Source: an optimization exercise on an open RTL-to-GDS flow (aim: small area, a short achievable clock period and few clock cycles). Production flows keep margins and buffers that such runs may drop.
Only simulation tests tie the RTL to the original design; equivalence was not proved.
No activity file was given, so power comes from the tool's default toggle rates.

==> flow/design.v <==
module pvc_sram_exerciser (
    input  wire        clk,
    input  wire        rst,
    input  wire        start,
    input  wire [2:0]  cfg_sel,
    input  wire        cfg_rw,
    input  wire        cfg_ret,
    input  wire        cfg_siz,
    output wire        busy,
    output wire        done,
    output wire        fault,
    output wire [3:0]  fault_code,
    output wire        verdict_fail,
    output reg  [31:0] fail_count,
    output wire        ev_valid,
    output reg  [2:0]  ev_kind,
    output wire [31:0] ev_data,
    input  wire        ev_ready,
    input  wire        rsp_valid,
    input  wire [2:0]  rsp_nsym,
    input  wire        rsp_z,
    input  wire [7:0]  rsp_byte,
    input  wire [2:0]  rec_idx,
    output wire        rec_addr_valid,
    output wire [19:0] rec_addr,
    output wire [7:0]  rec_label,
    output reg  [1:0]  rec_kind,
    output reg  [7:0]  rec_expect,
    output wire [7:0]  rec_act_val,
    output wire [7:0]  rec_act_zmask
);
    localparam [2:0] EV_XACT = 3'd1;
    localparam [2:0] EV_TRS  = 3'd2;
    localparam [2:0] EV_IND  = 3'd3;
    localparam [7:0] NEEDLE = 8'hA5;
    localparam [2:0] PH_TRS = 3'd0;
    localparam [2:0] PH_FLT = 3'd1;
    localparam [2:0] PH_SZ0 = 3'd2;    
    localparam [2:0] PH_SZN = 3'd3;    
    localparam [2:0] PH_SZR = 3'd4;    
    localparam [2:0] PH_SW  = 3'd5;    
    localparam [2:0] PH_RET = 3'd6;    
    localparam [2:0] PH_VRD = 3'd7;
    reg        run_q, done_q, fault_q;
    reg        fcode_q;                
    reg        wt;                     
    reg [2:0]  phase;
    reg [1:0]  step;
    reg [2:0]  pat;
    reg        ind;
    reg [18:0] addr;
    reg [2:0]  sel_r;
    reg        rw_r, ret_r, siz_r;
    reg [2:0]  plab;
    reg        full;
    reg [2:0]  rec_l_q [0:7];
    reg [2:0]  rec_p_q [0:7];
    reg        rec_z_q [0:7];
    reg [7:0]  rec_v_q [0:7];
    reg [18:0] rec_a_q [0:7];
    function [7:0] pat_val;
        input [2:0] p;
        begin
            case (p)
                3'd0: pat_val = 8'hAA;
                3'd1: pat_val = 8'h55;
                3'd2: pat_val = 8'hF0;
                3'd3: pat_val = 8'h0F;
                3'd4: pat_val = 8'hCC;
                3'd5: pat_val = 8'h33;
                3'd6: pat_val = 8'hFF;
                default: pat_val = 8'h00;
            endcase
        end
    endfunction
    wire has_cs2 = ~sel_r[2] & ~sel_r[0];           
    wire m13 = |sel_r;                              
    wire m15 = sel_r[2] | sel_r[1];                 
    wire m17 = sel_r[2] | (sel_r[1] & sel_r[0]);    
    wire m18 = sel_r[2];                            
    wire [18:0] amask = {m18, m17, m15, m15, m13, m13, 13'h1FFF};
    wire at_last = &(addr | ~amask);
    wire a_hi0   = ~|addr[18:7];
    wire a_lo127 = &addr[6:0];
    wire [18:0] addr_inc = addr + 19'd1;
    wire is_ind  = (phase == PH_SW) && (step == 2'd0);
    wire is_xact = (phase != PH_TRS) && (phase != PH_VRD) && !is_ind;
    wire nz      = full | (|fail_count[2:0]);
    reg        c_we, c_oe, c_cs1, c_cs2;
    reg [7:0]  d_out;
    reg [2:0]  lab;
    always @(*) begin
        c_we = 1'b0; c_oe = 1'b0; c_cs1 = 1'b0; c_cs2 = 1'b0;
        d_out = 8'd0;
        lab = 3'd0;
        ev_kind = EV_XACT;
        case (phase)
            PH_TRS: ev_kind = EV_TRS;
            PH_FLT: begin
                c_we = 1'b1; c_cs1 = (step != 2'd2); c_cs2 = (step != 2'd0);
                lab = {1'b0, step} + 3'd1;
            end
            PH_SZ0, PH_SZN: begin
                if (step[0]) begin
                    c_we = 1'b1; c_oe = 1'b1; c_cs1 = 1'b1; c_cs2 = 1'b1;
                end else begin
                    c_oe = 1'b1;
                    d_out = (phase == PH_SZN) ? NEEDLE : 8'd0;
                end
            end
            PH_SZR: begin
                c_we = 1'b1;
                lab = 3'd4;
            end
            PH_SW: begin
                case (step)
                    2'd0: begin
                        ev_kind = EV_IND;
                        d_out = {7'd0, ~ind};
                    end
                    2'd1: begin
                        c_oe = 1'b1;
                        d_out = pat_val(pat);
                    end
                    2'd2: begin
                        c_we = 1'b1; c_oe = 1'b1; c_cs1 = 1'b1; c_cs2 = 1'b1;
                        lab = 3'd5;
                    end
                    default: begin
                        c_we = 1'b1;
                        lab = 3'd6;
                    end
                endcase
            end
            PH_RET: begin
                c_we = 1'b1;
                lab = 3'd7;
            end
            default: ev_kind = {2'b10, nz};      
        endcase
    end
    assign ev_data = {c_we, c_oe, c_cs1, c_cs2 & has_cs2, 1'b0,
                      addr[18:7] & {12{~is_ind}}, addr[6:0], d_out};
    wire rsp_one = rsp_valid && (rsp_nsym == 3'd1);
    wire rsp_bad = wt && rsp_valid && (rsp_nsym != 3'd1);
    assign ev_valid = run_q && (!wt || (rsp_one && phase != PH_VRD));
    wire   adv      = ev_valid && ev_ready;
    assign busy  = run_q;
    assign done  = done_q;
    assign fault = fault_q;
    assign fault_code   = {fcode_q, 2'b11, fcode_q};
    assign verdict_fail = nz;
    wire [7:0] pv = pat_val(pat);
    reg mm;
    always @(*) begin
        case (plab)
            3'd4:        mm = !rsp_z && (rsp_byte == NEEDLE);
            3'd6, 3'd7:  mm = rsp_z || (rsp_byte != pv);
            default:     mm = !rsp_z;
        endcase
    end
    wire fire   = wt && rsp_one && (plab != 3'd0) && mm;
    wire sat    = &fail_count;
    wire rec_we = fire && !full;
    wire        dec   = plab[2] & (plab[1] | ~plab[0]);
    wire [18:0] raddr = (addr - {18'd0, dec}) & amask;
    always @(posedge clk) begin
        if (rst) begin
            run_q   <= 1'b0;
            done_q  <= 1'b0;
            fault_q <= 1'b0;
            wt      <= 1'b0;
        end else if (!run_q) begin
            if (start && !fault_q) begin
                done_q <= 1'b0;
                if (cfg_sel > 3'd4) begin
                    fault_q <= 1'b1;
                    fcode_q <= 1'b0;
                end else begin
                    run_q <= 1'b1;
                end
            end
        end else begin
            if (rsp_bad) begin
                run_q   <= 1'b0;
                wt      <= 1'b0;
                fault_q <= 1'b1;
                fcode_q <= 1'b1;
            end else if (adv) begin
                wt <= is_xact;
                if (phase == PH_VRD) begin
                    run_q  <= 1'b0;
                    done_q <= 1'b1;
                end
            end else if (rsp_valid) begin
                wt <= 1'b0;
            end
        end
    end
    always @(posedge clk) begin
        if (!run_q) begin
            if (start) begin
                sel_r <= cfg_sel;
                rw_r  <= cfg_rw;
                ret_r <= cfg_ret;
                siz_r <= cfg_siz;
                phase <= PH_TRS;
                step  <= 2'd0;
                pat   <= 3'd7;
                ind   <= 1'b0;
                addr  <= 19'd0;
            end
        end else if (adv) begin
            plab <= lab;
            case (phase)
                PH_TRS, PH_FLT: begin
                    if (phase == PH_TRS && has_cs2) begin
                        phase <= PH_FLT;
                        step  <= 2'd0;
                    end else if (phase == PH_FLT && step != 2'd2) begin
                        step <= step + 2'd1;
                    end else begin
                        step <= 2'd0;
                        if (siz_r)     phase <= PH_SZ0;
                        else if (rw_r) phase <= PH_SW;
                        else           phase <= PH_VRD;
                    end
                end
                PH_SZ0: begin
                    step <= ~step;
                    if (step[0]) begin
                        if (at_last) begin
                            phase <= PH_SZN;
                            addr  <= 19'd0;
                        end else begin
                            addr <= addr_inc;
                        end
                    end
                end
                PH_SZN: begin
                    step <= ~step;
                    if (step[0]) begin
                        phase <= PH_SZR;
                        addr  <= 19'd1;
                    end
                end
                PH_SZR: begin
                    if (at_last) begin
                        addr  <= 19'd0;
                        step  <= 2'd0;
                        phase <= rw_r ? PH_SW : PH_VRD;
                    end else begin
                        addr <= addr_inc;
                    end
                end
                PH_SW: begin
                    case (step)
                        2'd0: begin
                            step <= 2'd1;
                            ind  <= ~ind;
                            if (a_hi0) pat <= pat + 3'd1;
                        end
                        2'd1, 2'd2: step <= step + 2'd1;
                        default: begin
                            if (at_last) begin
                                addr <= 19'd0;
                                step <= 2'd0;
                                if (ret_r)             phase <= PH_RET;
                                else if (pat == 3'd7)  phase <= PH_VRD;
                            end else begin
                                addr <= addr_inc;
                                step <= a_lo127 ? 2'd0 : 2'd1;
                            end
                        end
                    endcase
                end
                PH_RET: begin
                    if (at_last) begin
                        addr  <= 19'd0;
                        step  <= 2'd0;
                        phase <= (pat == 3'd7) ? PH_VRD : PH_SW;
                    end else begin
                        addr <= addr_inc;
                    end
                end
                default: ;
            endcase
        end
    end
    always @(posedge clk) begin
        if (!run_q) begin
            if (start) begin
                fail_count <= 32'd0;
                full       <= 1'b0;
            end
        end else if (fire && !sat) begin
            fail_count <= fail_count + 32'd1;
            if (&fail_count[2:0]) full <= 1'b1;
        end
    end
    always @(posedge clk) begin
        if (run_q && rec_we) begin
            rec_l_q[fail_count[2:0]] <= plab;
            rec_p_q[fail_count[2:0]] <= pat;
            rec_z_q[fail_count[2:0]] <= rsp_z;
            rec_v_q[fail_count[2:0]] <= rsp_byte & {8{~rsp_z}};
            rec_a_q[fail_count[2:0]] <= raddr;
        end
    end
    wire [2:0] r_l = rec_l_q[rec_idx];
    wire [2:0] r_p = rec_p_q[rec_idx];
    assign rec_label      = {5'd0, r_l};
    assign rec_addr_valid = r_l[2];
    assign rec_addr       = {1'b0, rec_a_q[rec_idx]};
    assign rec_act_val    = rec_v_q[rec_idx];
    assign rec_act_zmask  = {8{rec_z_q[rec_idx]}};
    always @(*) begin
        case (r_l)
            3'd4: begin
                rec_kind   = 2'd2;
                rec_expect = NEEDLE;
            end
            3'd6, 3'd7: begin
                rec_kind   = 2'd0;
                rec_expect = pat_val(r_p);
            end
            default: begin
                rec_kind   = 2'd1;
                rec_expect = 8'd0;
            end
        endcase
    end
endmodule
==> flow/run.sh <==
#!/bin/bash
# synth_recipe.tcl (not shown) runs the flow's synth.tcl, then flattens the netlist and writes it again
# the make line also repeats each setting of config.mk as NAME=value (left out here)
make -C /OpenROAD-flow-scripts/flow DESIGN_CONFIG=/design/flow/config.mk WORK_HOME=/design/flow/orfs CLKGATE_MAP_FILE= SYNTH_SCRIPT=/design/flow/synth_recipe.tcl finish
==> flow/config.mk <==
export PLATFORM = sky130hd
export DESIGN_NAME = pvc_sram_exerciser
export DESIGN_NICKNAME = pvc_sram_exerciser
export VERILOG_FILES = /design/flow/design.v
export SDC_FILE = /design/flow/constraint.sdc
export NUM_CORES = 4
export LEC_CHECK = 0
export CAP_MARGIN = 20
export CORE_MARGIN = 2
export CORE_UTILIZATION = 30
export SLEW_MARGIN = 20
==> flow/constraint.sdc <==
create_clock -name core_clock -period 5.0 [get_ports {clk}]
set_input_delay 1.0000 -clock core_clock [delete_from_list [all_inputs] [get_ports {clk}]]
set_output_delay 1.0000 -clock core_clock [all_outputs]
set_load 0.01 [all_outputs]
==> results of run 1 <==
[worst max-delay path by stage]
stage	endpoint	slack, ns	cells past startpoint
floorplan	rec_a_q[0][0]	-0.80	9
global placement	rec_expect[5]	0.41	10
detailed placement	rec_expect[5]	0.39	10
CTS	rec_expect[5]	0.39	10
global route	rec_expect[5]	0.22	10
finish	rec_expect[5]	0.40	10
[power by group]
part	switching (mW)	internal (mW)	total (mW)
clock network	1.14	1.53	2.67
registers	0.101	3.30	3.40
logic	0.406	0.350	0.756
total	1.65	5.18	6.83
[cells by family after synthesis]
kind of cell               count (synthesis)  share of synthesized area, %
AOI/OAI and AO/OA                        106                         4.377
muxes                                    106                         12.23
xor gates and xnor gates                  62                         3.380
other                                      2                       0.04674
and+or+nand+nor                          284                         9.789
buffers and inverters                    113                         3.722
DFF                                      347                         64.61
adders and majority gates                 24                         1.853
[sequential cells by signal (all words and copies together) (netlist names), 2 cells and up]
register    flops
rec_v_q        64
plab            3
step            2
phase           3
addr           19
fail_count     32
rec_z_q         8
rec_l_q        24
sel_r           3
rec_a_q       152
rec_p_q        24
pat             3
[worst max-delay path, cell delays in order]
cell and delay (ns):
buf_4 0.20, mux4_2 0.52, mux2i_1 0.26, inv_1 0.11
ha_1 0.26, or3_1 0.38, nand3_1 0.11, a21oi_1 0.05
or2_1 0.23, clkdlybuf4s50_1 0.48
[cells in the final DEF (no fill, tap or decap), types with 23 or more instances in the layout]
| cell type | n |
|---|---|
| edfxtp_1 | 343 |
| clkdlybuf4s50_1 | 144 |
| mux4_2 | 68 |
| nor2_1 | 51 |
| nand2_1 | 50 |
| and2_1 | 40 |
| clkbuf_16 | 38 |
| xnor2_1 | 35 |
| mux2_2 | 31 |
| nand3_1 | 31 |
| a21oi_1 | 30 |
| xor2_1 | 27 |
| inv_1 | 24 |
| ha_1 | 23 |
[metrics by stage]
stage               instances  util, %  setup slack (ns)  power (mW)  TNS, ns
floorplan                1051        -           -0.8026       3.899  -218.31
global placement         1821    34.54            0.4150       4.208        0
detailed placement       1821    34.54            0.3888       4.222        0
CTS                      1888    36.77            0.3937       6.924        0
global route             1888    36.77            0.2249       7.106        0
finish                   1889    36.78            0.3999       6.826        0
[layout make-up]
type	instances	area (sq um)	share of cell area, %
flip-flops and latches	347	10380	53.50
multi-input cells	591	5172	26.66
repair buffers	166	1702	8.770
clock buffers	51	999.7	5.152
well taps	688	860.8	4.436
clock inverters	16	177.7	0.9157
inverters	29	108.9	0.5610
diodes	1	2.502	0.01290
[routing by layer]
metal,routed length [um],vias to the layer above,global-route usage [%],part of all wire (%)
li1,-,4233,-,-
met1,16210,4641,17.75,43
met2,18230,267,22.36,49
met3,2333,46,3.037,6.2
met4,805,0,3.957,2.1
met5,0,-,0,0
==> results.py, run 1 <==
metrics = {
    "status": {
        "status": "complete, no violations",
    },
    "critical_path": {
        "path_class": "primary input to primary output",
        "worstReg2RegEnd": "rec_a_q[5][3]",
        "startpoint": "rec_idx[0]",
        "crit_fanout": 10,
        "start_kind": "primary input",
        "cp.arrival_ns": 3.60,
        "critPathCaptureType": "primary output",
        "r2r_cells": 9,
        "r2r_slack_ns": 1.49,
        "cp.required_ns": 4.00,
        "r2r_start": "pat[0]",
    },
    "place": {
        "gp_congestion": 0.8216,
        "placed_area_sq_um": 18220,
        "port_buffers": 147,
        "hpwl_mm": 23.55,
    },
    "sta": {
        "period_needed_ns": 4.600,
        "setup_viol": 0,
        "rsz0062_at_grt": "no",
        "slew_viol_final": 0,
        "max_freq_ghz": 0.2174,
        "hold_ws_ns": 0.4934,
        "slew_headroom_pct": 40.28,
        "worst_pin_slew_ns": 0.8959,
        "hold_viol": 0,
        "period_share_pct": 92.00,
        "fin_skew_ns": 0.01921,
    },
    "floorplan": {
        "fp.coreArea_sq_um": 52760,
        "pin_count": 157,
        "fp.dieW_um": 235.4,
        "die_area_sq_um": 55420,
        "num_rows": 84,
        "initial_core_util_pct": 30.45,
        "fp.dieH_um": 235.4,
    },
    "synthesis": {
        "netlist_top_cells_area": "edfxtp_1, mux4_2, mux2_2",
        "avgSynthCellArea_sq_um": 15.39,
        "yosysSeqAreaShare_pct": 64.61,
        "ys.flop_type": "edfxtp_1",
        "synth_common_cells": "edfxtp_1, mux4_2, nor2_1, nand2_1, and2_1",
        "synth_cell_type_count": 74,
        "synth_warnings": 1,
        "synth_seq_cells": 347,
        "ys_async_sr_fraction_pct": 0,
        "synth_cells": 1044,
        "synth_top_cell_by_area": "edfxtp_1",
        "syn_area_sq_um": 16070,
        "synth_edf_count": 343,
        "yosysMostFrequentCell": "edfxtp_1",
        "synth_top_area_share_pct": 64.11,
    },
    "global_route": {
        "grt.overflow.total": 0,
        "grt_pass1_wl_mm": 57.51,
        "grt_max_degree": 55,
        "grt_pass1_vias": 9291,
        "track_usage_pct": 13.50,
        "antenna_found_initial": 1,
    },
    "detailed_routing": {
        "initialDrtViolationCount": 764,
        "ant_nets": 0,
        "drcViolationCount": 0,
        "drt-total-wl_mm": 37.57,
        "wl_per_cell_um": 19.89,
        "dr.pass1.iters": 5,
        "vias_per_cell": 4.863,
        "dr_total_vias": 9187,
    },
    "finish": {
        "drive_above_1_share_pct": 16.67,
        "nets": 1222,
        "syn2layout_area_growth_pct": 20.77,
        "fill_cells": 4997,
        "fin_area_sq_um": 19400,
    },
    "clocking": {
        "cts_buffers": 38,
        "htree_levels": 2,
        "clk_pin_slew_ns": 0.06,
        "clock_latency_ns": 0.55,
        "cts_max_path_buffers": 3,
        "clock_tree.root_cell": "clkbuf_16",
        "cts_resized": 0,
        "holdBufCountCts": 0,
        "clock_sinks": 347,
        "post_cts_buffers": 0,
        "tritoncts": "yes",
    },
    "worst_hold_path": {
        "hold_path_class": "register to register",
        "min-delay-start": "done_q",
        "hold_end": "done_q",
        "whs_path_depth": 2,
    },
    "power": {
        "peakVddDrop_v": 0.0002175,
        "p_per_area_nw_per_um2": 351.8,
        "p_leak_nw": 6.282,
    },
    "run": {
        "cap_violations": 0,
    },
}
Testbench counts, summed over its fixed seeds: cycles 1,723,440.
==> inputs of run 2 (changes only) <==
--- a/flow/config.mk
+++ b/flow/config.mk
@@ -9,3 +9,4 @@
 export CORE_MARGIN = 2
 export CORE_UTILIZATION = 30
+export SETUP_SLACK_MARGIN = 2.5
 export SLEW_MARGIN = 20
==> run 2 against run 1 <==
Against the previous run: sequential power fell by 1%; synthesized area is the same; design area grew 24%; cell count is 15% higher; register-to-register slack better by 0.10 ns; still clean on timing, DRC and antenna; utilization is 9.0 points higher; critical path depth unchanged; worst hold slack gained 0.0077 ns; largest power group unchanged; critical path type unchanged; highest routed layer is now met5; clock skew increased by 0.0030 ns; synthesized cell count did not move; non-clock buffer count up 276; clock-buffer cell count shrank 8.
==> results.py, run 2 <==
metrics = {
    "sta": {
        "slew_viol_final": 0,
        "slew_headroom_pct": 45.16,
        "worst_pin_slew_ns": 0.8198,
        "hold_ws_ns": 0.5010,
        "rsz0062_at_grt": "yes",
        "period_needed_ns": 3.924,
        "fin_skew_ns": 0.02224,
        "hold_viol": 0,
        "period_share_pct": 78.48,
        "tns_ns": 0,
        "setup_viol": 0,
        "max_freq_ghz": 0.2548,
    },
    "status": {
        "status": "complete, no violations",
    },
    "place": {
        "port_buffers": 147,
        "placed_area_sq_um": 18270,
        "hpwl_mm": 23.41,
        "gp_congestion": 0.8380,
    },
    "global_route": {
        "track_usage_pct": 16.77,
        "grt_pass1_wl_mm": 69.72,
        "grt_pass1_vias": 10690,
        "grt_max_degree": 35,
        "antenna_found_initial": 3,
        "grt.overflow.total": 0,
    },
    "critical_path": {
        "start_kind": "primary input",
        "cpPeakStageDelay_ns": 0.51,
        "crit_fanout": 5,
        "cp.arrival_ns": 2.92,
        "r2r_slack_ns": 1.59,
        "cp.required_ns": 4.00,
        "path_delay_family": "simple AND/OR/NAND/NOR gates",
        "path_class": "primary input to primary output",
        "path_buf_inv": 3,
        "crit_chain": "buf_16 -> mux4_2 -> mux2i_4 -> inv_2 -> ha_4 -> or3_4 -> nand3_2 -> a21oi_1 -> or2_1 -> buf_2",
        "cp_slowest_cell": "mux4_2",
        "critPathCaptureType": "primary output",
    },
    "power": {
        "p_sw_mw": 1.845,
        "seqPwrFrac_pct": 46.4,
        "peakVddDrop_v": 0.0002075,
        "p_int_mw": 5.398,
        "swShare_pct": 25.47,
        "p_comb_share_pct": 17.2,
        "p_leak_nw": 8.806,
        "p_per_area_nw_per_um2": 300.1,
        "total_power_mw": 7.243,
        "pwr-share-clk_pct": 36.4,
    },
    "detailed_routing": {
        "ant_nets": 0,
        "drt-total-wl_mm": 50.32,
        "wl_met2_mm": 26.11,
        "dr_total_vias": 10870,
        "wl_met3_mm": 3.231,
        "drt-met1-wl_mm": 19.43,
        "drcViolationCount": 0,
        "initialDrtViolationCount": 941,
        "wl_per_cell_um": 23.26,
        "vias_per_cell": 5.023,
        "highest_layer": "met5",
        "dr.pass1.iters": 6,
    },
    "synthesis": {
        "avgSynthCellArea_sq_um": 15.39,
        "synth_top_area_share_pct": 64.11,
        "ys_async_sr_fraction_pct": 0,
        "yosysMostFrequentCell": "edfxtp_1",
        "syn_area_sq_um": 16070,
        "synth_edf_count": 343,
        "synth_seq_cells": 347,
        "synth_common_cells": "edfxtp_1, mux4_2, nor2_1, nand2_1, and2_1",
        "synth_top_cell_by_area": "edfxtp_1",
        "ys.flop_type": "edfxtp_1",
        "netlist_top_cells_area": "edfxtp_1, mux4_2, mux2_2",
        "synth_cell_type_count": 74,
        "synth_cells": 1044,
        "yosysSeqAreaShare_pct": 64.61,
        "synth_warnings": 1,
    },
    "worst_hold_path": {
        "hold_path_class": "register to register",
    },
    "floorplan": {
        "num_rows": 84,
        "die_area_sq_um": 55420,
        "fp.dieH_um": 235.4,
        "fp.dieW_um": 235.4,
        "fp.coreArea_sq_um": 52760,
        "initial_core_util_pct": 30.45,
        "pin_count": 157,
    },
    "finish": {
        "nets": 1497,
        "largest_reg_flops": 152,
        "final_common_cell": "edfxtp_1",
        "final_cell_mix": "edfxtp_1, buf_6, buf_4",
        "syn2layout_area_growth_pct": 50.22,
        "fin_area_sq_um": 24140,
        "n_antenna_cell": 0,
        "drive_above_1_share_pct": 44.81,
    },
    "clocking": {
        "htree_levels": 2,
        "cts_max_path_buffers": 3,
        "cts_buffers": 36,
        "holdBufCountCts": 0,
        "clock_latency_ns": 0.56,
        "clk_pin_slew_ns": 0.06,
        "clock_tree.root_cell": "clkbuf_16",
        "clock_sinks": 347,
        "tritoncts": "yes",
    },
    "run": {
        "cap_violations": 0,
    },
}
run 2: cell type report:
class / instances / area [sq um]
clock buffers: 43 / 927.1
clock inverters: 22 / 229.0
fillers: 4519 / 28630
inverters: 29 / 128.9
multi-input cells: 592 / 6041
flip-flops and latches: 347 / 10380
well taps: 688 / 860.8
repair buffers: 442 / 5565
run 2: worst paths after layout:
kind,cells past startpoint,endpoint,startpoint
setup / recovery,10,rec_expect[5],rec_idx[0]
hold / removal,2,done_q,done_q
setup reg to reg,17,rec_v_q[2][5],pat[1]
hold reg to reg,2,done_q,done_q
run 2: kinds of logic after synthesis:
kind of cell | Yosys count | share of synthesized area [%]
AOI/OAI and AO/OA | 106 | 4.377
xor gates and xnor gates | 62 | 3.380
adders and majority gates | 24 | 1.853
buffers and inverters | 113 | 3.722
DFF | 347 | 64.61
muxes | 106 | 12.23
other | 2 | 0.04674
and+or+nand+nor | 284 | 9.789
run 2: timing repair:
action,CTS,global route
gates resized for setup,640,177
hold endpoints to repair,0,0
cloned,34,17
pin swaps,41,33
setup buffers,172,57
setup endpoints to repair,546,467
run 2: per-layer routing:
layer	global-route usage (%)	vias to the layer above
li1	-	4815
met1	20.41	5545
met2	29.74	416
met3	3.248	85
met4	5.655	4
met5	0	-
run 2: stage by stage:
step	worst slack, ns	instances	util, %
after detailed placement	0.4259	1818	34.63
after CTS	1.120	2089	42.87
after floorplan	0.7547	1051	-
after global placement	0.4283	1818	34.63
after global routing	1.003	2163	45.75
final	1.076	2163	45.75
run 2: power groups by stage:
stage,Combinational [mW],Clock (mW),Sequential (mW)
after detailed placement,0.778,0,3.46
after global routing,1.32,2.79,3.37
after CTS,1.09,2.68,3.36
after floorplan,0.515,0,3.41
after global placement,0.766,0,3.46
final,1.25,2.63,3.36
run 2: tightest hold or removal path: cells and delay by family (launching register included):
kind | cells | cell delay [ns]
compound gates | 2 | 0.13
flops | 1 | 0.32
==> inputs of run 3 (changes only) <==
--- a/flow/config.mk
+++ b/flow/config.mk
@@ -9,4 +9,4 @@
 export CORE_MARGIN = 2
 export CORE_UTILIZATION = 30
-export SETUP_SLACK_MARGIN = 2.5
+export SETUP_SLACK_MARGIN = 1.6
 export SLEW_MARGIN = 20
==> run 3 against run 2 <==
Against the previous run: register-to-register slack improved by 0.20 ns; combinational power fell by 23%; critical path type unchanged; utilization decreased by 5.7 points; via count is 9.7% lower; routed wire length fell by 19%; still clean; maximum frequency down 0.23%; clock power rose by 3%; synthesized cell count unchanged; worst hold slack gained 0.012 ns.
==> results.py, run 3 <==
metrics = {
    "finish": {
        "drive_above_1_share_pct": 30.86,
        "fin_cells": 1997,
        "multiInputGateArea_sq_um": 5648,
        "fin_area_sq_um": 21110,
        "post-route-util_pct": 40.01,
        "syn2layout_area_growth_pct": 31.39,
        "n_antenna_cell": 0,
        "ff_latch_area_sq_um": 10380,
        "nets": 1332,
        "final_common_cell": "edfxtp_1",
        "fill_cells": 4830,
        "final_cell_mix": "edfxtp_1, clkdlybuf4s50_1, buf_6",
        "largest_reg_flops": 152,
    },
    "global_route": {
        "grt_pass1_wl_mm": 60.90,
        "grt_pass1_vias": 9701,
        "grt.overflow.total": 0,
        "antenna_found_initial": 0,
        "grt_max_degree": 42,
        "track_usage_pct": 14.28,
    },
    "critical_path": {
        "start_kind": "primary input",
        "r2r_cells": 13,
        "r2r_slack_ns": 1.79,
        "cp.required_ns": 4.00,
        "path_class": "primary input to primary output",
        "crit_fanout": 7,
        "cp.arrival_ns": 2.93,
        "critPathCaptureType": "primary output",
        "r2r_start": "pat[0]",
        "worstReg2RegEnd": "rec_a_q[3][11]",
    },
    "worst_hold_path": {
        "min-delay-start": "done_q",
        "hold_path_class": "register to register",
        "whs_path_depth": 2,
        "hold_end": "done_q",
    },
    "clocking": {
        "cts_buffers": 36,
        "clock_sinks": 347,
        "clock_tree.root_cell": "clkbuf_16",
        "tritoncts": "yes",
        "clock_latency_ns": 0.55,
        "htree_levels": 2,
        "clk_pin_slew_ns": 0.05,
        "holdBufCountCts": 0,
        "cts_max_path_buffers": 3,
    },
    "power": {
        "p_leak_nw": 7.295,
        "p_per_area_nw_per_um2": 334.5,
        "peakVddDrop_v": 0.0002406,
    },
    "floorplan": {
        "fp.dieW_um": 235.4,
        "initial_core_util_pct": 30.45,
        "pin_count": 157,
        "num_rows": 84,
        "fp.dieH_um": 235.4,
        "fp.coreArea_sq_um": 52760,
        "die_area_sq_um": 55420,
    },
    "detailed_routing": {
        "drt-total-wl_mm": 40.78,
        "vias_per_cell": 4.914,
        "initialDrtViolationCount": 880,
        "wl_per_cell_um": 20.42,
        "ant_nets": 0,
        "dr.pass1.iters": 5,
        "dr_total_vias": 9814,
        "drcViolationCount": 0,
    },
    "place": {
        "gp_congestion": 0.7938,
        "dp.cells": 1820,
        "port_buffers": 147,
        "hpwl_mm": 23.63,
        "placed_area_sq_um": 18230,
        "place_ws_ns": 0.3958,
    },
    "sta": {
        "slew_headroom_pct": 37.02,
        "worst_pin_slew_ns": 0.9374,
        "worst_slack_ns": 1.067,
        "fin_skew_ns": 0.02187,
        "slew_viol_final": 0,
        "period_share_pct": 78.67,
        "rsz0062_at_grt": "yes",
        "max_freq_ghz": 0.2542,
        "hold_viol": 0,
        "tns_ns": 0,
        "period_needed_ns": 3.933,
        "setup_viol": 0,
    },
    "synthesis": {
        "avgSynthCellArea_sq_um": 15.39,
        "synth_cell_type_count": 74,
        "yosysMostFrequentCell": "edfxtp_1",
        "yosysSeqAreaShare_pct": 64.61,
        "netlist_top_cells_area": "edfxtp_1, mux4_2, mux2_2",
        "synth_cells": 1044,
        "synth_common_cells": "edfxtp_1, mux4_2, nor2_1, nand2_1, and2_1",
        "synth_edf_count": 343,
        "ys_async_sr_fraction_pct": 0,
        "synth_top_area_share_pct": 64.11,
        "syn_area_sq_um": 16070,
        "synth_seq_cells": 347,
        "ys.flop_type": "edfxtp_1",
        "synth_top_cell_by_area": "edfxtp_1",
        "synth_warnings": 1,
    },
    "status": {
        "status": "complete, no violations",
    },
    "run": {
        "cap_violations": 0,
    },
}
## run 3: cell families (layout without fill, tap and decap cells)
logic type | Yosys count | count (layout) | share of synthesized area (%)
xor gates and xnor gates | 62 | 62 | 3.380
DFF | 347 | 347 | 64.61
adders and majority gates | 24 | 24 | 1.853
and+or+nand+nor | 284 | 284 | 9.789
other | 2 | 9 | 0.04674
buffers and inverters | 113 | 370 | 3.722
muxes | 106 | 106 | 12.23
AOI/OAI and AO/OA | 106 | 107 | 4.377
## run 3: metal layers
layer  GRT usage, %  vias to the layer above  part of all wire (%)
li1               -                     4466                     -
met1          19.21                     5026                    44
met2          24.22                      273                    49
met3          2.158                       49                   4.7
met4          3.590                        0                   1.9
met5              0                        -                     0
## run 3: final cells by class
type / instances / share of cell area (%)
sequential: 347 / 49.17
clock inverter: 19 / 1.227
inverter: 29 / 0.5394
tap: 688 / 4.078
multi-input combinational: 592 / 26.75
clock buffer: 45 / 4.427
timing repair buffer: 277 / 13.80
## run 3: power breakdown
part	switching [mW]	total (mW)	internal (mW)
clock	1.15	2.71	1.56
combinational	0.491	0.966	0.476
sequential	0.0898	3.39	3.30
total	1.73	7.06	5.33
## run 3: timing repair
action	4_1_cts	5_1_grt
pin swaps	16	12
gates resized for setup	226	153
gates cloned	9	0
setup endpoints to repair	380	391
buffers inserted	53	51
## run 3: worst max path at each step
stage,from,endpoint,slack [ns],cells after the start
floorplan,rec_idx[0],rec_expect[5],0.74,12
global placement,rec_idx[0],rec_expect[7],0.44,7
detailed placement,rec_idx[0],rec_expect[5],0.40,10
CTS,rec_idx[0],rec_expect[5],1.08,9
global route,rec_idx[0],rec_expect[1],1.02,12
finish,rec_idx[0],rec_expect[5],1.07,9
## run 3: worst max-delay path: stages
cell and delay (ns):
buf_16 0.11, mux4_2 0.49, mux2_4 0.32, ha_4 0.17, or3_4 0.39, nand3_4 0.08
a21oi_1 0.04, or2_1 0.20, buf_2 0.14
## run 3: per-stage QoR
stage          hold slack, ns  power, mW
3_5_place_dp           0.4911      4.234
5_1_grt                0.5501      7.328
6_report               0.5129      7.061
4_1_cts                0.5116      7.061
3_3_place_gp           0.4700      4.219
2_1_floorplan          0.4921      3.914
==> inputs of run 4 (changes only) <==
--- a/flow/config.mk
+++ b/flow/config.mk
@@ -9,4 +9,4 @@
 export CORE_MARGIN = 2
 export CORE_UTILIZATION = 30
-export SETUP_SLACK_MARGIN = 1.6
+export SETUP_SLACK_MARGIN = 1.0
 export SLEW_MARGIN = 20
==> run 4 against run 3 <==
Against the previous run: still clean on timing, DRC and antenna; critical endpoint is now rec_expect[4]; die area unchanged; synthesized area unchanged; clock-buffer cell count unchanged; worst hold slack got worse by 0.029 ns.
==> results.py, run 4 <==
metrics = {
    "status": {
        "status": "complete, no violations",
    },
    "finish": {
        "syn2layout_area_growth_pct": 23.12,
        "fill_cells": 4965,
        "post-route-util_pct": 37.49,
        "n_antenna_cell": 0,
        "fin_cells": 1903,
        "drive_above_1_share_pct": 18.68,
        "multiInputGateArea_sq_um": 5333,
        "nets": 1237,
        "ff_latch_area_sq_um": 10380,
        "largest_reg_flops": 152,
        "final_common_cell": "edfxtp_1",
        "final_cell_mix": "edfxtp_1, clkdlybuf4s50_1, mux4_2",
    },
    "synthesis": {
        "yosysMostFrequentCell": "edfxtp_1",
        "synth_seq_cells": 347,
        "synth_common_cells": "edfxtp_1, mux4_2, nor2_1, nand2_1, and2_1",
        "netlist_top_cells_area": "edfxtp_1, mux4_2, mux2_2",
        "ys.flop_type": "edfxtp_1",
        "synth_cells": 1044,
        "synth_top_cell_by_area": "edfxtp_1",
        "synth_cell_type_count": 74,
        "avgSynthCellArea_sq_um": 15.39,
        "synth_warnings": 1,
        "yosysSeqAreaShare_pct": 64.61,
        "syn_area_sq_um": 16070,
        "ys_async_sr_fraction_pct": 0,
        "synth_edf_count": 343,
        "synth_top_area_share_pct": 64.11,
    },
    "detailed_routing": {
        "drt-total-wl_mm": 38.03,
        "wl_per_cell_um": 19.98,
        "dr.pass1.iters": 5,
        "initialDrtViolationCount": 671,
        "drcViolationCount": 0,
        "vias_per_cell": 4.903,
        "ant_nets": 0,
        "dr_total_vias": 9331,
    },
    "global_route": {
        "track_usage_pct": 13.36,
        "grt_pass1_wl_mm": 57.23,
        "grt_pass1_vias": 9280,
        "antenna_found_initial": 0,
        "grt.overflow.total": 0,
        "grt_max_degree": 57,
    },
    "floorplan": {
        "fp.dieW_um": 235.4,
        "fp.dieH_um": 235.4,
        "die_area_sq_um": 55420,
        "pin_count": 157,
        "num_rows": 84,
        "initial_core_util_pct": 30.45,
        "fp.coreArea_sq_um": 52760,
    },
    "place": {
        "hpwl_mm": 23.55,
        "port_buffers": 147,
        "dp.cells": 1822,
        "gp_congestion": 0.8276,
    },
    "critical_path": {
        "cp_slowest_cell": "mux4_2",
        "crit_chain": "buf_12 -> mux4_2 -> mux2_4 -> inv_1 -> ha_2 -> and3_1 -> clkdlybuf4s50_1",
        "path_buf_inv": 3,
        "start_kind": "primary input",
        "path_delay_family": "multiplexers",
        "critPathCaptureType": "primary output",
        "crit_cells": 7,
        "crit_fanout": 7,
        "cp.arrival_ns": 2.97,
        "path_class": "primary input to primary output",
        "cp.required_ns": 4.00,
        "r2r_cells": 10,
        "cpPeakStageDelay_ns": 0.49,
    },
    "power": {
        "p_per_area_nw_per_um2": 344.1,
        "peakVddDrop_v": 0.0002157,
        "p_leak_nw": 6.494,
        "total_power_mw": 6.806,
    },
    "worst_hold_path": {
        "whs_path_depth": 2,
        "hold_path_class": "register to register",
    },
    "clocking": {
        "clk_pin_slew_ns": 0.06,
        "clock_latency_ns": 0.54,
        "cts_buffers": 37,
        "clock_sinks": 347,
        "tritoncts": "yes",
        "clock_tree.root_cell": "clkbuf_16",
        "htree_levels": 2,
        "holdBufCountCts": 0,
        "cts_max_path_buffers": 3,
    },
    "sta": {
        "rsz0062_at_grt": "yes",
        "tns_ns": 0,
        "period_share_pct": 79.32,
        "worst_pin_slew_ns": 0.8802,
        "slew_viol_final": 0,
        "max_freq_ghz": 0.2522,
        "hold_viol": 0,
        "period_needed_ns": 3.966,
        "fin_skew_ns": 0.01481,
        "setup_viol": 0,
        "slew_headroom_pct": 40.87,
    },
    "run": {
        "cap_violations": 0,
    },
}
==> run 4: cell type report <==
| type | count | share of cell area, % |
|---|---|---|
| clock inverter | 21 | 1.025 |
| multi-input combinational | 591 | 26.96 |
| timing repair buffer | 182 | 9.804 |
| clock buffer | 45 | 4.832 |
| inverter | 29 | 0.5503 |
| tap | 688 | 4.352 |
| sequential | 347 | 52.48 |
==> run 4: final timing paths <==
path	slack, ns	from	end
hold reg to reg	0.48	done_q	done_q
setup reg to reg	1.78	pat[0]	rec_a_q[0][9]
hold / removal	0.48	done_q	done_q
setup / recovery	1.03	rec_idx[0]	rec_expect[4]
==> run 4: worst register-to-register path: stages, from the launching register on <==
cell	delay, ns
edfxtp_1	0.40
buf_4	0.17
ha_1	0.27
nor2b_1	0.21
a211oi_1	0.51
xor2_1	0.13
o2111ai_1	0.18
o31ai_4	0.11
buf_4	0.22
nor4_4	0.35
buf_12	0.30
==> run 4: metrics by stage <==
step	worst slack (ns)	hold slack (ns)	instance area (sq um)
after detailed placement	0.4449	0.4688	18340
after CTS	0.9225	0.4819	19690
after global placement	0.4453	0.4664	18340
final	1.034	0.4840	19780
after floorplan	0.5963	0.4921	16200
after global routing	0.9894	0.5506	19780
==> run 4: timing repair <==
action,4_1_cts,5_1_grt
pin swaps,1,3
setup endpoints to repair,54,27
buffers inserted,8,5
resized for setup,23,13
gates cloned,2,0
==> run 4: cells by family after synthesis <==
family,after synthesis,synth area share (%)
XOR/XNOR,62,3.380
buffers and inverters,113,3.722
other,2,0.04674
multiplexers,106,12.23
flip-flops,347,64.61
AO/OA/AOI/OAI,106,4.377
adder cells (fa/ha/maj),24,1.853
AND/OR/NAND/NOR,284,9.789
==> run 4: layer usage <==
| metal | share of wire, % | GRT usage [%] |
|---|---|---|
| met5 | 0 | 0 |
| met1 | 45 | 18.43 |
| met2 | 48 | 21.83 |
| met4 | 1.8 | 3.494 |
| met3 | 5.8 | 2.310 |
==> run 4: power by group <==
| group | internal (mW) | switching, mW |
|---|---|---|
| Combinational | 0.375 | 0.430 |
| Sequential | 3.30 | 0.0944 |
| Clock | 1.48 | 1.12 |
==> inputs of run 5 (changes only) <==
--- a/flow/design.v
+++ b/flow/design.v
@@ -308,6 +308,26 @@
         end
     end
+    reg [1:0] rk_d [0:7];
+    reg [7:0] re_d [0:7];
+    integer i;
+    always @(*) begin
+        for (i = 0; i < 8; i = i + 1) begin
+            case (rec_l_q[i])
+                3'd4: begin
+                    rk_d[i] = 2'd2;
+                    re_d[i] = NEEDLE;
+                end
+                3'd6, 3'd7: begin
+                    rk_d[i] = 2'd0;
+                    re_d[i] = pat_val(rec_p_q[i]);
+                end
+                default: begin
+                    rk_d[i] = 2'd1;
+                    re_d[i] = 8'd0;
+                end
+            endcase
+        end
+    end
     wire [2:0] r_l = rec_l_q[rec_idx];
-    wire [2:0] r_p = rec_p_q[rec_idx];
     assign rec_label      = {5'd0, r_l};
     assign rec_addr_valid = r_l[2];
@@ -316,18 +336,6 @@
     assign rec_act_zmask  = {8{rec_z_q[rec_idx]}};
     always @(*) begin
-        case (r_l)
-            3'd4: begin
-                rec_kind   = 2'd2;
-                rec_expect = NEEDLE;
-            end
-            3'd6, 3'd7: begin
-                rec_kind   = 2'd0;
-                rec_expect = pat_val(r_p);
-            end
-            default: begin
-                rec_kind   = 2'd1;
-                rec_expect = 8'd0;
-            end
-        endcase
+        rec_kind   = rk_d[rec_idx];
+        rec_expect = re_d[rec_idx];
     end
 endmodule
--- a/flow/config.mk
+++ b/flow/config.mk
@@ -9,4 +9,4 @@
 export CORE_MARGIN = 2
 export CORE_UTILIZATION = 30
-export SETUP_SLACK_MARGIN = 1.0
+export SETUP_SLACK_MARGIN = 2.0
 export SLEW_MARGIN = 20
==> run 5 against run 4 <==
Against the previous run: still clean on timing, DRC and antenna; cell count rose by 33%; clock power up 11%; synthesized cell count rose by 27%; clock-buffer cell count is 1 higher; critical endpoint is now rec_act_val[5].
==> results.py, run 5 <==
metrics = {
    "clocking": {
        "cts_buffers": 39,
        "tritoncts": "yes",
        "holdBufCountCts": 0,
        "clock_sinks": 347,
        "htree_levels": 2,
        "clock_tree.root_cell": "clkbuf_16",
        "clk_pin_slew_ns": 0.06,
        "cts_max_path_buffers": 3,
        "clock_latency_ns": 0.55,
    },
    "finish": {
        "fin_area_sq_um": 25390,
        "fin_cells": 2525,
        "ff_latch_area_sq_um": 10380,
        "post-route-util_pct": 46.09,
        "nets": 1807,
        "fill_cells": 4799,
        "multiInputGateArea_sq_um": 6997,
        "final_common_cell": "edfxtp_1",
        "syn2layout_area_growth_pct": 52.13,
        "largest_reg_flops": 152,
        "final_cell_mix": "edfxtp_1, buf_6, buf_4",
        "drive_above_1_share_pct": 37.33,
    },
    "synthesis": {
        "yosysMostFrequentCell": "edfxtp_1",
        "netlist_top_cells_area": "edfxtp_1, a22oi_1, xnor2_1",
        "synth_edf_count": 343,
        "synth_cells": 1329,
        "synth_seq_cells": 347,
        "syn_area_sq_um": 16690,
        "synth_top_area_share_pct": 61.70,
        "synth_common_cells": "edfxtp_1, a22oi_1, nor2_1, xnor2_1, nand2_1",
        "yosysSeqAreaShare_pct": 62.18,
        "synth_cell_type_count": 78,
        "avgSynthCellArea_sq_um": 12.56,
        "synth_top_cell_by_area": "edfxtp_1",
        "synth_warnings": 3,
        "ys_async_sr_fraction_pct": 0,
        "ys.flop_type": "edfxtp_1",
    },
    "global_route": {
        "track_usage_pct": 18.99,
        "antenna_found_initial": 3,
        "grt_max_degree": 54,
        "grt_pass1_wl_mm": 81.38,
        "grt_pass1_vias": 12760,
        "grt.overflow.total": 0,
    },
    "floorplan": {
        "num_rows": 86,
        "initial_core_util_pct": 30.30,
        "pin_count": 157,
        "fp.coreArea_sq_um": 55090,
        "fp.dieW_um": 239.9,
        "fp.dieH_um": 239.9,
        "die_area_sq_um": 57540,
    },
    "sta": {
        "fin_skew_ns": 0.01407,
        "max_freq_ghz": 0.2835,
        "setup_viol": 0,
        "worst_pin_slew_ns": 0.9318,
        "period_needed_ns": 3.527,
        "rsz0062_at_grt": "yes",
        "tns_ns": 0,
        "slew_headroom_pct": 37.43,
        "period_share_pct": 70.54,
        "hold_viol": 0,
        "slew_viol_final": 0,
    },
    "worst_hold_path": {
        "hold_path_class": "register to register",
    },
    "detailed_routing": {
        "drt-total-wl_mm": 59.89,
        "vias_per_cell": 5.333,
        "dr.pass1.iters": 7,
        "ant_nets": 0,
        "initialDrtViolationCount": 1549,
        "drcViolationCount": 0,
        "dr_total_vias": 13470,
        "wl_per_cell_um": 23.72,
    },
    "power": {
        "p_leak_nw": 9.082,
        "peakVddDrop_v": 0.0002661,
        "p_per_area_nw_per_um2": 285.6,
    },
    "status": {
        "status": "complete, no violations",
    },
    "place": {
        "port_buffers": 147,
        "hpwl_mm": 29.44,
        "placed_area_sq_um": 19230,
        "gp_congestion": 0.9143,
        "dp.cells": 2170,
    },
    "run": {
        "cap_violations": 0,
    },
    "critical_path": {
        "path_class": "primary input to primary output",
        "critPathCaptureType": "primary output",
        "cp.arrival_ns": 2.53,
        "crit_fanout": 5,
        "cp.required_ns": 4.00,
        "start_kind": "primary input",
    },
}
[run 5: path summary, 6_finish.rpt]
check / from / endpoint / slack (ns) / cells after the start
worst min-delay path: fault_q / fault_q / 0.50 / 2
worst max-delay path: rec_idx[1] / rec_act_val[5] / 1.47 / 11
worst max register to register: pat[0] / rec_p_q[4][1] / 1.69 / 18
worst min register to register: fault_q / fault_q / 0.50 / 2
[run 5: routing by layer]
layer | GRT usage, % | wire length, um
met1 | 25.67 | 24230
met2 | 31.61 | 28750
met3 | 3.433 | 5074
met4 | 4.574 | 1833
met5 | 0 | 0
[run 5: critical path: stages]
cell	delay [ns]
buf_8	0.09
buf_8	0.13
nor3b_4	0.05
buf_6	0.12
buf_12	0.12
buf_12	0.13
buf_4	0.13
buf_6	0.12
a22oi_2	0.17
nand4_1	0.23
buf_2	0.22
[run 5: power breakdown]
group,switching [mW],internal [mW],total (mW)
clock,1.19,1.71,2.89
combinational,0.516,0.485,1.00
sequential,0.0758,3.28,3.36
[run 5: layout make-up]
cell class              count  area share [%]
multi-input cells         852           27.55
clock buffers              46           3.947
repair buffers            460           22.13
flip-flops and latches    347           40.88
inverters                  46          0.7046
diodes                      1        0.009854
well taps                 748           3.685
clock inverters            25           1.094
[run 5: per-stage QoR]
| stage | hold WS (ns) | setup slack [ns] | total power [mW] |
|---|---|---|---|
| 2_1_floorplan | 0.4924 | 1.546 | 3.815 |
| 3_3_place_gp | 0.4874 | 0.3418 | 4.116 |
| 3_5_place_dp | 0.4918 | 0.3902 | 4.127 |
| 4_1_cts | 0.5035 | 1.509 | 7.193 |
| 5_1_grt | 0.5344 | 1.406 | 7.479 |
| 6_report | 0.5012 | 1.473 | 7.254 |
[run 5: logic make-up (layout without fill, tap and decap cells)]
| family | count (synthesis) | in the layout | synth area share (%) |
|---|---|---|---|
| AO/OA/AOI/OAI | 292 | 292 | 12.15 |
| XOR/XNOR | 93 | 93 | 4.880 |
| adder cells (fa/ha/maj) | 35 | 35 | 2.623 |
| buffers and inverters | 137 | 577 | 4.063 |
| flip-flops | 347 | 347 | 62.18 |
| multiplexers | 3 | 3 | 0.2548 |
| other | 2 | 10 | 0.04499 |
| AND/OR/NAND/NOR | 420 | 420 | 13.80 |
[run 5: repair_timing]
item / in CTS / in global routing
pin swaps: 84 / 63
endpoints found under the setup margin: 455 / 406
buffers inserted: 166 / 58
cloned: 36 / 23
resized for setup: 596 / 187
Testbench counts of run 5, summed over its fixed seeds: cycles 1,723,440.
==> inputs of run 6 (changes only) <==
--- a/flow/config.mk
+++ b/flow/config.mk
@@ -9,4 +9,4 @@
 export CORE_MARGIN = 2
 export CORE_UTILIZATION = 30
-export SETUP_SLACK_MARGIN = 2.0
+export SETUP_SLACK_MARGIN = 1.5
 export SLEW_MARGIN = 20
==> run 6 against run 5 <==
Against the previous run: clock skew increased by 0.011 ns; clock-buffer cell count decreased by 1; cell count decreased by 8.3%; still clean on timing, DRC and antenna; sequential power about the same; routed wire length decreased by 21%; setup slack got worse by 0.15 ns; sequential share of layout area increased by 7.7 points; global-route usage decreased by 2.9 points; critical path depth decreased by 1; synthesized cell count unchanged; total power decreased by 5.7%; sequential cell count unchanged.
==> results.py, run 6 <==
metrics = {
    "finish": {
        "largest_reg_flops": 152,
        "final_cell_mix": "edfxtp_1, a22oi_1, clkdlybuf4s50_1",
        "nets": 1599,
        "syn2layout_area_growth_pct": 28.03,
        "drive_above_1_share_pct": 19.91,
        "final_common_cell": "edfxtp_1",
        "fill_cells": 5285,
    },
    "sta": {
        "worst_pin_slew_ns": 0.8313,
        "tns_ns": 0,
        "slew_viol_final": 0,
        "rsz0062_at_grt": "yes",
        "hold_viol": 0,
        "setup_viol": 0,
        "period_needed_ns": 3.675,
        "fin_skew_ns": 0.02512,
        "period_share_pct": 73.50,
        "max_freq_ghz": 0.2721,
        "slew_headroom_pct": 44.18,
    },
    "critical_path": {
        "r2r_start": "plab[1]",
        "critPathCaptureType": "primary output",
        "crit_fanout": 5,
        "r2r_cells": 7,
        "startpoint": "rec_idx[2]",
        "cp.arrival_ns": 2.68,
        "path_class": "primary input to primary output",
        "cp.required_ns": 4.00,
        "r2r_slack_ns": 1.78,
        "start_kind": "primary input",
        "setup.worst_path.end": "rec_expect[7]",
        "worstReg2RegEnd": "rec_a_q[7][12]",
    },
    "detailed_routing": {
        "dr_total_vias": 11850,
        "initialDrtViolationCount": 1102,
        "drcViolationCount": 0,
        "drt-total-wl_mm": 47.20,
        "vias_per_cell": 5.114,
        "ant_nets": 0,
        "dr.pass1.iters": 5,
        "wl_per_cell_um": 20.38,
    },
    "clocking": {
        "cts_max_path_buffers": 3,
        "clock_latency_ns": 0.56,
        "htree_levels": 2,
        "tritoncts": "yes",
        "clock_sinks": 347,
        "cts_buffers": 38,
        "clk_pin_slew_ns": 0.06,
        "clock_tree.root_cell": "clkbuf_16",
        "holdBufCountCts": 0,
    },
    "place": {
        "gp_congestion": 0.9387,
        "hpwl_mm": 29.49,
        "port_buffers": 147,
    },
    "floorplan": {
        "initial_core_util_pct": 30.30,
        "die_area_sq_um": 57540,
        "pin_count": 157,
        "fp.coreArea_sq_um": 55090,
        "fp.dieH_um": 239.9,
        "num_rows": 86,
        "fp.dieW_um": 239.9,
    },
    "power": {
        "p_per_area_nw_per_um2": 320.0,
        "total_power_mw": 6.839,
        "peakVddDrop_v": 0.0002398,
        "p_leak_nw": 7.325,
    },
    "global_route": {
        "track_usage_pct": 16.04,
        "antenna_found_initial": 0,
        "grt_pass1_vias": 11660,
        "grt.overflow.total": 0,
        "grt_pass1_wl_mm": 70.17,
        "grt_max_degree": 41,
    },
    "synthesis": {
        "synth-compound-area-share_pct": 12.15,
        "ys_async_sr_fraction_pct": 0,
        "syn_area_sq_um": 16690,
        "synth_top_area_share_pct": 61.70,
        "synthSimpleGateAreaFrac_pct": 13.80,
        "avgSynthCellArea_sq_um": 12.56,
        "netlist_top_cells_area": "edfxtp_1, a22oi_1, xnor2_1",
        "synth_fa_ha_area_share_pct": 2.623,
        "synthXorXnorAreaFrac_pct": 4.880,
        "synth_mux_area_share_pct": 0.2549,
        "synth_cells": 1329,
        "synth_common_cells": "edfxtp_1, a22oi_1, nor2_1, xnor2_1, nand2_1",
        "yosysSeqAreaShare_pct": 62.18,
        "synth_cell_type_count": 78,
        "synth_seq_cells": 347,
        "synth_edf_count": 343,
        "yosysMostFrequentCell": "edfxtp_1",
        "ys.flop_type": "edfxtp_1",
        "synth_warnings": 3,
        "synth_top_family_by_area": "simple AND/OR/NAND/NOR gates",
        "synth_top_cell_by_area": "edfxtp_1",
    },
    "run": {
        "cap_violations": 0,
    },
    "status": {
        "status": "complete, no violations",
    },
    "worst_hold_path": {
        "hold_path_class": "register to register",
    },
}
run 6: cell counts after synthesis:
No cell type changed its count.
run 6: power by group:
group | switching [mW] | leakage [nW] | total, mW | internal [mW]
combinational | 0.420 | 3.54 | 0.752 | 0.332
clock | 1.15 | 0.585 | 2.73 | 1.58
sequential | 0.0777 | 3.20 | 3.36 | 3.28
run 6: repair_timing:
item	CTS	global route
setup buffers	41	30
endpoints found under the setup margin	355	376
resized for setup	223	87
gates cloned	3	1
pin swaps	21	25
run 6: area by class of cell:
type	count	area [sq um]	share of cell area, %
Tap cell	748	935.9	4.379
Clock buffer	45	977.2	4.573
Sequential cell	347	10380	48.57
Timing Repair Buffer	253	2429	11.36
Multi-Input combinational cell	852	6220	29.10
Inverter	46	176.4	0.8255
Clock inverter	24	250.2	1.171
Antenna cell	1	2.502	0.01171
run 6: worst max-delay path, cell delays in order:
cell      delay [ns]
buf_12          0.11
buf_8           0.11
and3b_2         0.27
buf_4           0.16
nand3_2         0.08
o211ai_2        0.11
nor2_2          0.18
a21oi_2         0.09
or4_4           0.43
buf_6           0.14
run 6: logic make-up (layout without fill, tap and decap cells):
family	after synthesis	after routing
compound gates	292	292
xor+xnor	93	93
fa+ha+maj	35	35
buf+inv	137	368
flops	347	347
mux	3	3
other cells	2	10
simple gates	420	420
run 6: layer usage:
metal  up-vias  global-route usage (%)  part of all wire (%)
met3        68                   3.238                   7.4
met1      5856                   22.44                    45
met5         -                       0                     0
met4         0                   4.781                   2.2
met2       461                   25.13                    46
li1       5460                       -                     -
run 6: per-stage QoR:
step	util (%)	cells	instance area (sq um)	setup WS, ns	hold WS (ns)
floorplan	-	1336	16870	1.522	0.4924
global placement	34.60	2171	19060	0.3149	0.4873
detailed placement	34.60	2171	19060	0.2942	0.4947
CTS	38.01	2284	20940	1.338	0.5093
global route	38.79	2315	21370	1.304	0.5341
finish	38.79	2316	21370	1.325	0.5088
run 6: worst min path at each step:
| stage | from | end | slack (ns) | cells past startpoint |
|---|---|---|---|---|
| after CTS | done_q | done_q | 0.51 | 2 |
| after global placement | fault_q | fault_q | 0.49 | 2 |
| after floorplan | fault_q | fault_q | 0.49 | 2 |
| final | fault_q | fault_q | 0.51 | 2 |
| after detailed placement | done_q | done_q | 0.49 | 2 |
| after global routing | fault_q | fault_q | 0.53 | 2 |
==> inputs of run 7 (changes only) <==
--- a/flow/config.mk
+++ b/flow/config.mk
@@ -9,4 +9,5 @@
 export CORE_MARGIN = 2
 export CORE_UTILIZATION = 30
+export CTS_BUF_LIST = sky130_fd_sc_hd__clkbuf_4 sky130_fd_sc_hd__clkbuf_8
 export SETUP_SLACK_MARGIN = 1.5
 export SLEW_MARGIN = 20
==> run 7 against run 6 <==
Against the previous run: setup slack improved by 0.045 ns; combinational power up 2%; non-clock buffer count is 5 higher; still clean; sequential share of layout area grew 0.077 points; global-route usage increased by 0.36 points; utilization decreased by 0.061 points; maximum frequency rose by 1.2%.
==> results.py, run 7 <==
metrics = {
    "clocking": {
        "cts_buffers": 55,
        "cts_max_path_buffers": 3,
        "clock_latency_ns": 0.65,
        "clock_sinks": 347,
        "clock_tree.root_cell": "clkbuf_8",
        "holdBufCountCts": 0,
        "htree_levels": 2,
        "tritoncts": "yes",
        "clk_pin_slew_ns": 0.06,
    },
    "floorplan": {
        "initial_core_util_pct": 30.30,
        "fp.coreArea_sq_um": 55090,
        "fp.dieH_um": 239.9,
        "die_area_sq_um": 57540,
        "num_rows": 86,
        "fp.dieW_um": 239.9,
        "pin_count": 157,
    },
    "detailed_routing": {
        "ant_nets": 0,
        "dr_total_vias": 12100,
        "initialDrtViolationCount": 942,
        "wl_met2_mm": 22.30,
        "drt-met1-wl_mm": 21.47,
        "highest_layer": "met5",
        "drt-total-wl_mm": 48.60,
        "wl_met3_mm": 3.658,
        "wl_per_cell_um": 20.70,
        "dr.pass1.iters": 7,
        "vias_per_cell": 5.155,
        "drcViolationCount": 0,
    },
    "critical_path": {
        "crit_fanout": 6,
        "cp_slowest_cell": "or4_4",
        "cp.arrival_ns": 2.63,
        "cp.required_ns": 4.00,
        "path_buf_inv": 3,
        "path_delay_family": "simple AND/OR/NAND/NOR gates",
        "cpPeakStageDelay_ns": 0.53,
        "path_class": "primary input to primary output",
        "crit_chain": "buf_12 -> buf_8 -> and3b_2 -> nand3_2 -> o211ai_2 -> nor2_2 -> a21oi_2 -> or4_4 -> buf_2",
        "start_kind": "primary input",
        "critPathCaptureType": "primary output",
    },
    "place": {
        "place_ws_ns": 0.2942,
        "dp.cells": 2171,
        "gp_congestion": 0.9387,
        "hpwl_mm": 29.49,
        "port_buffers": 147,
    },
    "synthesis": {
        "synth_common_cells": "edfxtp_1, a22oi_1, nor2_1, xnor2_1, nand2_1",
        "netlist_top_cells_area": "edfxtp_1, a22oi_1, xnor2_1",
        "syn_area_sq_um": 16690,
        "synth_warnings": 3,
        "synth_seq_cells": 347,
        "synth_cell_type_count": 78,
        "synth_cells": 1329,
        "synth_top_cell_by_area": "edfxtp_1",
        "synth_top_area_share_pct": 61.70,
        "yosysMostFrequentCell": "edfxtp_1",
        "ys_async_sr_fraction_pct": 0,
        "yosysSeqAreaShare_pct": 62.18,
        "avgSynthCellArea_sq_um": 12.56,
        "ys.flop_type": "edfxtp_1",
        "synth_edf_count": 343,
    },
    "global_route": {
        "grt.overflow.total": 0,
        "antenna_found_initial": 1,
        "track_usage_pct": 16.41,
        "grt_max_degree": 41,
        "grt_pass1_wl_mm": 71.66,
        "grt_pass1_vias": 11900,
    },
    "sta": {
        "period_share_pct": 72.60,
        "worst_pin_slew_ns": 0.8456,
        "slew_headroom_pct": 43.22,
        "slew_viol_final": 0,
        "setup_viol": 0,
        "max_freq_ghz": 0.2755,
        "fin_skew_ns": 0.04246,
        "worst_slack_ns": 1.370,
        "rsz0062_at_grt": "yes",
        "hold_viol": 0,
        "period_needed_ns": 3.630,
        "tns_ns": 0,
    },
    "finish": {
        "drive_above_1_share_pct": 22.26,
        "largest_reg_flops": 152,
        "syn2layout_area_growth_pct": 27.82,
        "nets": 1621,
        "final_cell_mix": "edfxtp_1, a22oi_1, nor2_1, clkdlybuf4s50_1, xnor2_1",
        "fin_cells": 2348,
        "post-route-util_pct": 38.73,
        "final_common_cell": "edfxtp_1",
    },
    "power": {
        "peakVddDrop_v": 0.0001797,
        "p_per_area_nw_per_um2": 306.4,
        "p_leak_nw": 7.361,
    },
    "run": {
        "cap_violations": 0,
    },
    "status": {
        "status": "complete, no violations",
    },
    "worst_hold_path": {
        "hold_path_class": "register to register",
    },
}
-- run 7: changes by cell type in the layout (fill, tap and decap cells not counted), sizes merged --
| cell | before | now |
|---|---|---|
| bufinv | 3 | 2 |
| clkbuf | 62 | 93 |
| clkdlybuf4s15 | 5 | 2 |
| inv | 47 | 46 |
| clkinv | 13 | 20 |
| clkdlybuf4s50 | 88 | 83 |
| dlygate4sd2 | 11 | 13 |
| clkinvlp | 7 | 2 |
| buf | 130 | 136 |
| dlymetal6s2s | 2 | 3 |
-- run 7: area by class of cell --
| class | instances | area [sq um] |
|---|---|---|
| Fill cell | 5331 | 33760 |
| Sequential cell | 347 | 10380 |
| Multi-Input combinational cell | 852 | 6206 |
| Timing Repair Buffer | 258 | 2549 |
| Tap cell | 748 | 935.9 |
| Clock buffer | 72 | 903.4 |
| Clock inverter | 24 | 183.9 |
| Inverter | 46 | 176.4 |
| Antenna cell | 1 | 2.502 |
-- run 7: per-layer routing --
metal | track usage [%] | vias to the layer above
met3 | 3.192 | 91
met4 | 4.762 | 2
met5 | 0 | -
met1 | 22.77 | 6003
met2 | 26.06 | 503
li1 | - | 5504
-- run 7: cell families after synthesis --
family | count (synthesis) | synth area share, %
muxes | 3 | 0.2548
buffers and inverters | 137 | 4.063
xor gates and xnor gates | 93 | 4.880
other | 2 | 0.04499
AOI/OAI and AO/OA | 292 | 12.15
adders and majority gates | 35 | 2.623
and+or+nand+nor | 420 | 13.80
DFF | 347 | 62.18
-- run 7: path summary, 6_finish.rpt --
kind,slack [ns],endpoint,from,depth (start not counted)
worst min-delay path,0.51,fault_q,fault_q,2
worst max register to register,1.80,rec_a_q[2][12],plab[1],7
worst min register to register,0.51,fault_q,fault_q,2
worst max-delay path,1.37,rec_expect[7],rec_idx[2],9
-- run 7: worst register-to-register path, cell delays in order, from the launching register on --
cell and delay [ns]:
edfxtp_1 0.59, inv_1 0.07, a21boi_0 0.38, ha_1 0.32, ha_1 0.25, nor3b_1 0.28
nand4_1 0.29, xnor2_1 0.75
-- run 7: timing repair --
| item | 4_1_cts | 5_1_grt |
|---|---|---|
| endpoints found under the setup margin | 348 | 290 |
| setup buffers | 51 | 20 |
| resized for setup | 241 | 100 |
| pin swaps | 24 | 26 |
| gates cloned | 4 | 5 |
-- run 7: through the flow --
stage	hold slack, ns	instance area (sq um)	power (mW)
floorplan	0.4924	16870	3.799
global placement	0.4873	19060	4.110
detailed placement	0.4947	19060	4.119
CTS	0.5102	20950	6.594
global route	0.5346	21330	6.810
finish	0.5074	21340	6.537
-- run 7: where the power goes --
| group | switching (mW) | leakage, nW | internal [mW] |
|---|---|---|---|
| Sequential | 0.0778 | 3.20 | 3.28 |
| Clock | 1.13 | 0.577 | 1.29 |
| Combinational | 0.428 | 3.59 | 0.338 |
==> inputs of run 8 (changes only) <==
==> flow/flow/run.sh (new file) <==
#!/bin/bash
# The standard layout, with plain buffers (buf_2) on the ports instead of
# the delay buffers buffer_ports picks by default. make's full output goes
# to standard.log in the work folder.
set -euo pipefail
export BUFFER_PORTS_ARGS="-buffer_cell sky130_fd_sc_hd__buf_2"
bash standard.sh finish > standard.log 2>&1
==> flow/standard.sh (new file) <==
#!/bin/bash
# synth_recipe.tcl (not shown) runs the flow's synth.tcl, then flattens the netlist and writes it again
# the make line also repeats each setting of config.mk as NAME=value (left out here)
make -C /OpenROAD-flow-scripts/flow DESIGN_CONFIG=/design/flow/config.mk WORK_HOME=/design/flow/orfs CLKGATE_MAP_FILE= SYNTH_SCRIPT=/design/flow/synth_recipe.tcl "${@:-finish}"
--- a/flow/config.mk
+++ b/flow/config.mk
@@ -9,5 +9,4 @@
 export CORE_MARGIN = 2
 export CORE_UTILIZATION = 30
-export CTS_BUF_LIST = sky130_fd_sc_hd__clkbuf_4 sky130_fd_sc_hd__clkbuf_8
 export SETUP_SLACK_MARGIN = 1.5
 export SLEW_MARGIN = 20
removed: flow/run.sh
==> run 8 against run 7 <==
Against the previous run: synthesized cell count is the same; design area shrank 6.2%; still clean; routed wire length shrank 6.8%; critical path type unchanged; clock power grew 18%; worst hold slack lost 0.012 ns; combinational power shrank 18%; largest cell class unchanged; total power grew 4.4%.
==> results.py, run 8 <==
metrics = {
    "status": {
        "status": "complete, no violations",
    },
    "synthesis": {
        "synth_seq_cells": 347,
        "ys_async_sr_fraction_pct": 0,
        "synth_cell_type_count": 78,
        "syn_area_sq_um": 16690,
        "netlist_top_cells_area": "edfxtp_1, a22oi_1, xnor2_1",
        "synth_cells": 1329,
        "synth_edf_count": 343,
        "synth_top_area_share_pct": 61.70,
        "ys.flop_type": "edfxtp_1",
        "synth_top_cell_by_area": "edfxtp_1",
        "yosysMostFrequentCell": "edfxtp_1",
    },
    "detailed_routing": {
        "wl_per_cell_um": 20.01,
        "drt-total-wl_mm": 45.30,
        "highest_layer": "met5",
        "wl_met3_mm": 3.465,
        "drcViolationCount": 0,
        "ant_nets": 0,
        "drt-met1-wl_mm": 20.18,
        "vias_per_cell": 5.103,
        "initialDrtViolationCount": 992,
    },
    "sta": {
        "slew_viol_final": 0,
        "max_freq_ghz": 0.2845,
        "period_needed_ns": 3.515,
        "fin_skew_ns": 0.02001,
        "rsz0062_at_grt": "yes",
        "slew_headroom_pct": 39.42,
        "setup_viol": 0,
        "hold_viol": 0,
        "tns_ns": 0,
    },
    "critical_path": {
        "critPathCaptureType": "primary output",
        "start_kind": "primary input",
        "cp.required_ns": 4.00,
        "path_class": "primary input to primary output",
        "crit_fanout": 12,
        "worstReg2RegEnd": "fail_count[14]",
        "r2r_cells": 10,
        "r2r_start": "pat[0]",
    },
    "run": {
        "cap_violations": 0,
    },
    "worst_hold_path": {
        "min-delay-start": "fault_q",
        "hold_end": "fault_q",
        "hold_path_class": "register to register",
    },
    "global_route": {
        "antenna_found_initial": 2,
        "grt_pass1_vias": 11220,
        "grt_max_degree": 54,
        "grt.overflow.total": 0,
    },
    "floorplan": {
        "initial_core_util_pct": 30.30,
        "pin_count": 157,
        "num_rows": 86,
        "die_area_sq_um": 57540,
        "fp.dieW_um": 239.9,
    },
    "clocking": {
        "clock_latency_ns": 0.56,
        "clock_tree.root_cell": "clkbuf_16",
        "cts_buffers": 38,
        "tritoncts": "yes",
        "htree_levels": 2,
        "cts_max_path_buffers": 3,
    },
    "finish": {
        "final_common_cell": "edfxtp_1",
        "largest_reg_flops": 152,
        "fill_cells": 5405,
        "final_cell_mix": "edfxtp_1, buf_2, a22oi_1",
        "drive_above_1_share_pct": 22.03,
        "nets": 1551,
        "n_antenna_cell": 0,
        "syn2layout_area_growth_pct": 19.91,
    },
    "power": {
        "total_power_mw": 6.827,
        "p_per_area_nw_per_um2": 341.1,
        "p_leak_nw": 6.952,
    },
    "place": {
        "gp_congestion": 0.8552,
        "port_buffers": 147,
        "placed_area_sq_um": 18210,
    },
}
==> run 8: cell counts after synthesis <==
Identical to the previous run, type by type.
==> run 8: through the flow <==
step / hold slack (ns) / cells / worst slack (ns)
after floorplan: 0.4924 / 1336 / 1.522
after global placement: 0.4731 / 2160 / 1.084
after detailed placement: 0.4802 / 2160 / 1.009
after CTS: 0.4936 / 2241 / 1.445
after global routing: 0.5166 / 2264 / 1.404
final: 0.4958 / 2264 / 1.485
==> run 8: kinds of logic (layout without fill, tap and decap cells) <==
logic type      after synthesis  count (layout)  share of synthesized area, %
buf+inv                     137             317                         4.063
mux                           3               3                        0.2548
fa+ha+maj                    35              35                         2.623
compound gates              292             292                         12.15
other cells                   2               9                       0.04499
simple gates                420             420                         13.80
flops                       347             347                         62.18
xor+xnor                     93              93                         4.880
==> run 8: power breakdown <==
part	total [mW]	switching, mW	internal (mW)
combinational	0.625	0.395	0.231
sequential	3.36	0.0779	3.28
clock	2.84	1.17	1.67
==> run 8: worst max-delay path, stage by stage <==
cell     delay, ns
buf_6         0.14
nor3b_4       0.34
nand3_4       0.15
o32a_1        0.38
o21ai_1       0.10
nor4_1        0.08
a22oi_1       0.14
buf_2         0.16
==> run 8: timing repair <==
action                                 4_1_cts  5_1_grt
cloned                                       1        0
endpoints found under the hold margin        0        0
setup endpoints to repair                  360      338
pin swaps                                    5        8
buffers inserted                            14       23
resized for setup                           35       36
==> run 8: layout make-up <==
cell class,instances,area (sq um),area share (%)
clock inverters,24,299.0,1.494
clock buffers,42,965.9,4.826
repair buffers,205,1282,6.407
multi-input cells,852,5979,29.87
flip-flops and latches,347,10380,51.86
well taps,748,935.9,4.676
inverters,46,172.7,0.8627
==> run 8: worst max path at each step <==
stage                from             to  slack (ns)  depth (start not counted)
2_1_floorplan      pat[0]  rec_a_q[0][0]        1.52                          8
5_1_grt        rec_idx[2]  rec_expect[5]        1.40                          8
3_3_place_gp   rec_idx[2]  rec_expect[7]        1.08                          9
6_report       rec_idx[2]  rec_expect[5]        1.48                          8
4_1_cts        rec_idx[0]  rec_expect[1]        1.44                          6
3_5_place_dp   rec_idx[2]  rec_expect[7]        1.01                          9
==> run 8: layer usage <==
metal	vias up	track usage, %
met3	68	3.146
met4	2	4.216
met2	431	24.10
li1	5352	-
met1	5701	21.99
met5	-	0

Check on run 8: ideal ports give 1.485 ns setup slack; a clkbuf_16 on the clock port and buf_2 on the inputs give 1.443 ns; moving port delays by the midpoint clock arrival (0.598 ns) as well gives 1.370 ns.
